Context: an optimization exercise on an open-source flow, tuned for a short achievable clock period and few clock cycles. The choices shown serve that exercise and are no tape-out recipe.
Function was checked by simulation only, so behaviour that the tests miss may differ from the original.
Power and IR drop assume default switching activity.

== amber ==
## snappy_dec
module snappy_dec (
    input  wire        clk,
    input  wire        rst,
    input  wire        start,
    input  wire [15:0] src_len,
    input  wire [15:0] dst_cap,
    output wire        busy,
    output reg         done,
    output reg  [7:0]  fault,
    output reg  [31:0] result,
    output reg  [31:0] info0,
    output reg  [31:0] info1,
    output reg         in_re,
    output reg  [15:0] in_addr,
    input  wire [7:0]  in_rdata,
    output reg         out_re,
    output reg  [15:0] out_raddr,
    input  wire [7:0]  out_rdata,
    output reg         out_we,
    output reg  [15:0] out_waddr,
    output reg  [7:0]  out_wdata
);
Settings: LEC_CHECK=0, ABC_CLOCK_PERIOD_IN_PS=3000, CAP_MARGIN=20, CORE_MARGIN=2, CORE_UTILIZATION=60, CTS_CLUSTER_DIAMETER=60, CTS_CLUSTER_SIZE=30, SLEW_MARGIN=20; clock period 10.0 ns.
standard.sh (not shown) runs the stock make flow with config.mk's settings and CLKGATE_MAP_FILE= SYNTH_SCRIPT=/design/flow/synth_recipe.tcl, a recipe that flattens the netlist after the stock synthesis.
==> flow/flow/run.sh <==
#!/bin/bash
set -euo pipefail
bash standard.sh SETUP_SLACK_MARGIN=7.2 finish > flow_make.log 2>&1
Testbench counts of amber, summed over its fixed seeds: cycles 151,834.
For ember, these inputs were changed with respect to amber:
- removing CTS_CLUSTER_SIZE (formerly 30)
- removing CTS_CLUSTER_DIAMETER (formerly 60)
--- outcome ---
NOTE: highest clock frequency the design can meet in ember exceeds that of amber
In the route summary, ember ends up with a via count exceeding that of amber.
ember against amber: total power shows an increase of about 13%, count of inverters not on the clock network in the layout held, maximum vdd drop about even, wire length now sits higher, final-layout clock buffer total went up by 70.
Input-level comparison between yarrow and ember:
- an added CTS_CLUSTER_DIAMETER of 80
- an added CTS_CLUSTER_SIZE of 20
- For yarrow and ember, there was not a single run that failed to finish clean.
- ember has higher wire length of the first global-routing pass than yarrow.
- The final reports for yarrow and ember show design area lower in the former.
- yarrow ended with less amount of wire on met3 after detailed routing than ember.
- Number of instances resized during post-cts repair of yarrow falls short of that of ember slightly.
- Between yarrow and ember, the number of filler instances in the final layout is lower for ember.
- Routed length on met1: yarrow higher than ember
- Share of the cycle needed by the critical path after routing delta for yarrow relative to ember: 0.16 points higher

* * *

snappy_dec again, from the RTL that the note above started with.
==> flow/config.mk <==
export PLATFORM = sky130hd
export DESIGN_NAME = snappy_dec
export DESIGN_NICKNAME = snappy_dec
export VERILOG_FILES = /design/flow/design.v
export SDC_FILE = /design/flow/constraint.sdc
export NUM_CORES = 4
export LEC_CHECK = 0
export ABC_CLOCK_PERIOD_IN_PS = 3000
export CAP_MARGIN = 20
export CORE_MARGIN = 2
export CORE_UTILIZATION = 45
export SLEW_MARGIN = 20
==> flow/constraint.sdc <==
create_clock -name core_clock -period 10.0 [get_ports {clk}]
set_input_delay 2.0000 -clock core_clock [delete_from_list [all_inputs] [get_ports {clk}]]
set_output_delay 2.0000 -clock core_clock [all_outputs]
set_load 0.01 [all_outputs]
Scripts as last shown in full above: flow/flow/run.sh
Testbench counts at the start, summed over its fixed seeds: cycles 151,834.
Edit:
==> flow/flow/run.sh (replaced) <==
#!/bin/bash
set -euo pipefail
bash standard.sh SETUP_SLACK_MARGIN=7.2 "CTS_ARGS=-sink_clustering_enable -repair_clock_nets -apply_ndr full" finish > flow_make.log 2>&1
- CORE_UTILIZATION: 45 -> 50
The new run completed without violations.
Worst setup slack improves by 29 ps.
Power went up by 0.52%.
Via count hardly moves.
Routed wire length drops by 1.2%.
Count of clock-buffer cells in the layout drops by 6.
Global-route usage grows by 2.1 points.
Cell area falls by 0.42%.
Hold slack gets worse by 4.1 ps.

* * *

snappy_dec again, from the RTL that the note above started with.
// snappy_dec
module snappy_dec (
    input  wire        clk,
    input  wire        rst,
    input  wire        start,
    input  wire [15:0] src_len,
    input  wire [15:0] dst_cap,
    output wire        busy,
    output reg         done,
    output reg  [7:0]  fault,
    output reg  [31:0] result,
    output reg  [31:0] info0,
    output reg  [31:0] info1,
    output reg         in_re,
    output reg  [15:0] in_addr,
    input  wire [7:0]  in_rdata,
    output reg         out_re,
    output reg  [15:0] out_raddr,
    input  wire [7:0]  out_rdata,
    output reg         out_we,
    output reg  [15:0] out_waddr,
    output reg  [7:0]  out_wdata
);
==> flow/config.mk <==
export PLATFORM = sky130hd
export DESIGN_NAME = snappy_dec
export DESIGN_NICKNAME = snappy_dec
export VERILOG_FILES = /design/flow/design.v
export SDC_FILE = /design/flow/constraint.sdc
export NUM_CORES = 4
export LEC_CHECK = 0
export ABC_CLOCK_PERIOD_IN_PS = 3000
export CAP_MARGIN = 20
export CORE_MARGIN = 2
export CORE_UTILIZATION = 60
export CTS_CLUSTER_DIAMETER = 80
export CTS_CLUSTER_SIZE = 20
export SLEW_MARGIN = 20
==> flow/constraint.sdc <==
create_clock -name core_clock -period 10.0 [get_ports {clk}]
set_input_delay 2.0000 -clock core_clock [delete_from_list [all_inputs] [get_ports {clk}]]
set_output_delay 2.0000 -clock core_clock [all_outputs]
set_load 0.01 [all_outputs]
==> flow/flow/run.sh <==
#!/bin/bash
set -euo pipefail
bash standard.sh SETUP_SLACK_MARGIN=7.5 finish > flow_make.log 2>&1
Testbench counts at the start, summed over its fixed seeds: cycles 151,834.
==> next run, changes <==
==> flow/flow/run.sh (replaced) <==
#!/bin/bash
set -euo pipefail
bash standard.sh SETUP_SLACK_MARGIN=7.2 finish > flow_make.log 2>&1
Settings changed: CORE_UTILIZATION 60 to 50, CTS_CLUSTER_DIAMETER 80 to not set, CTS_CLUSTER_SIZE 20 to not set.
The new run passed the timing, design-rule and antenna checks.
Combinational power barely changes.
Via count drops by 1.8%.
Routed wire length climbs by 0.45%.
Utilization drops by 12 points.
Die area climbs by 20%.
Maximum frequency climbs by 0.42%.
Sequential share of layout area drops by 0.52 points.

-- static timing again, ports no longer ideal --
Ports are ideal in the flow. The routed layouts listed here were re-timed in OpenROAD.
Step 1, drivers: a clkbuf_16 drives clk and a buf_2 each remaining input, both assumed.
Step 2 times the ports against the registers' clock, not the clock port: input delays grow and output delays shrink by t, the midpoint of the rising clock arrivals with the driver on.
Slacks: ideal ports / drivers / drivers and shift; pairs: ideal ports / drivers.
| run | shift t [ns] | slack for setup (ns) | worst hold slack (ns) | cell pins on the clock port's net |
|---|---|---|---|---|
| amber | 0.681 | 6.857 / 6.794 / 6.631 | 0.335 / 0.335 / 0.335 | 1 |
| ember | 0.693 | 6.875 / 6.809 / 6.621 | 0.326 / 0.326 / 0.326 | 1 |
| yarrow | 0.682 | 6.859 / 6.795 / 6.615 | 0.332 / 0.332 / 0.332 | 1 |
| the first run of note 2 | 0.721 | 6.856 / 6.787 / 6.538 | 0.327 / 0.327 / 0.327 | 1 |
| the second run of note 2 | 0.696 | 6.886 / 6.818 / 6.616 | 0.323 / 0.323 / 0.323 | 1 |
| the first run of note 3 | 0.684 | 6.873 / 6.809 / 6.852 | 0.332 / 0.332 / 0.332 | 1 |
| the second run of note 3 | 0.696 | 6.886 / 6.818 / 6.616 | 0.323 / 0.323 / 0.323 | 1 |
After both steps setup and hold are still met in every run listed. For the first run of note 2, which loses most, drivers alone change the setup slack by -0.069 ns; drivers and shift together by -0.318 ns.
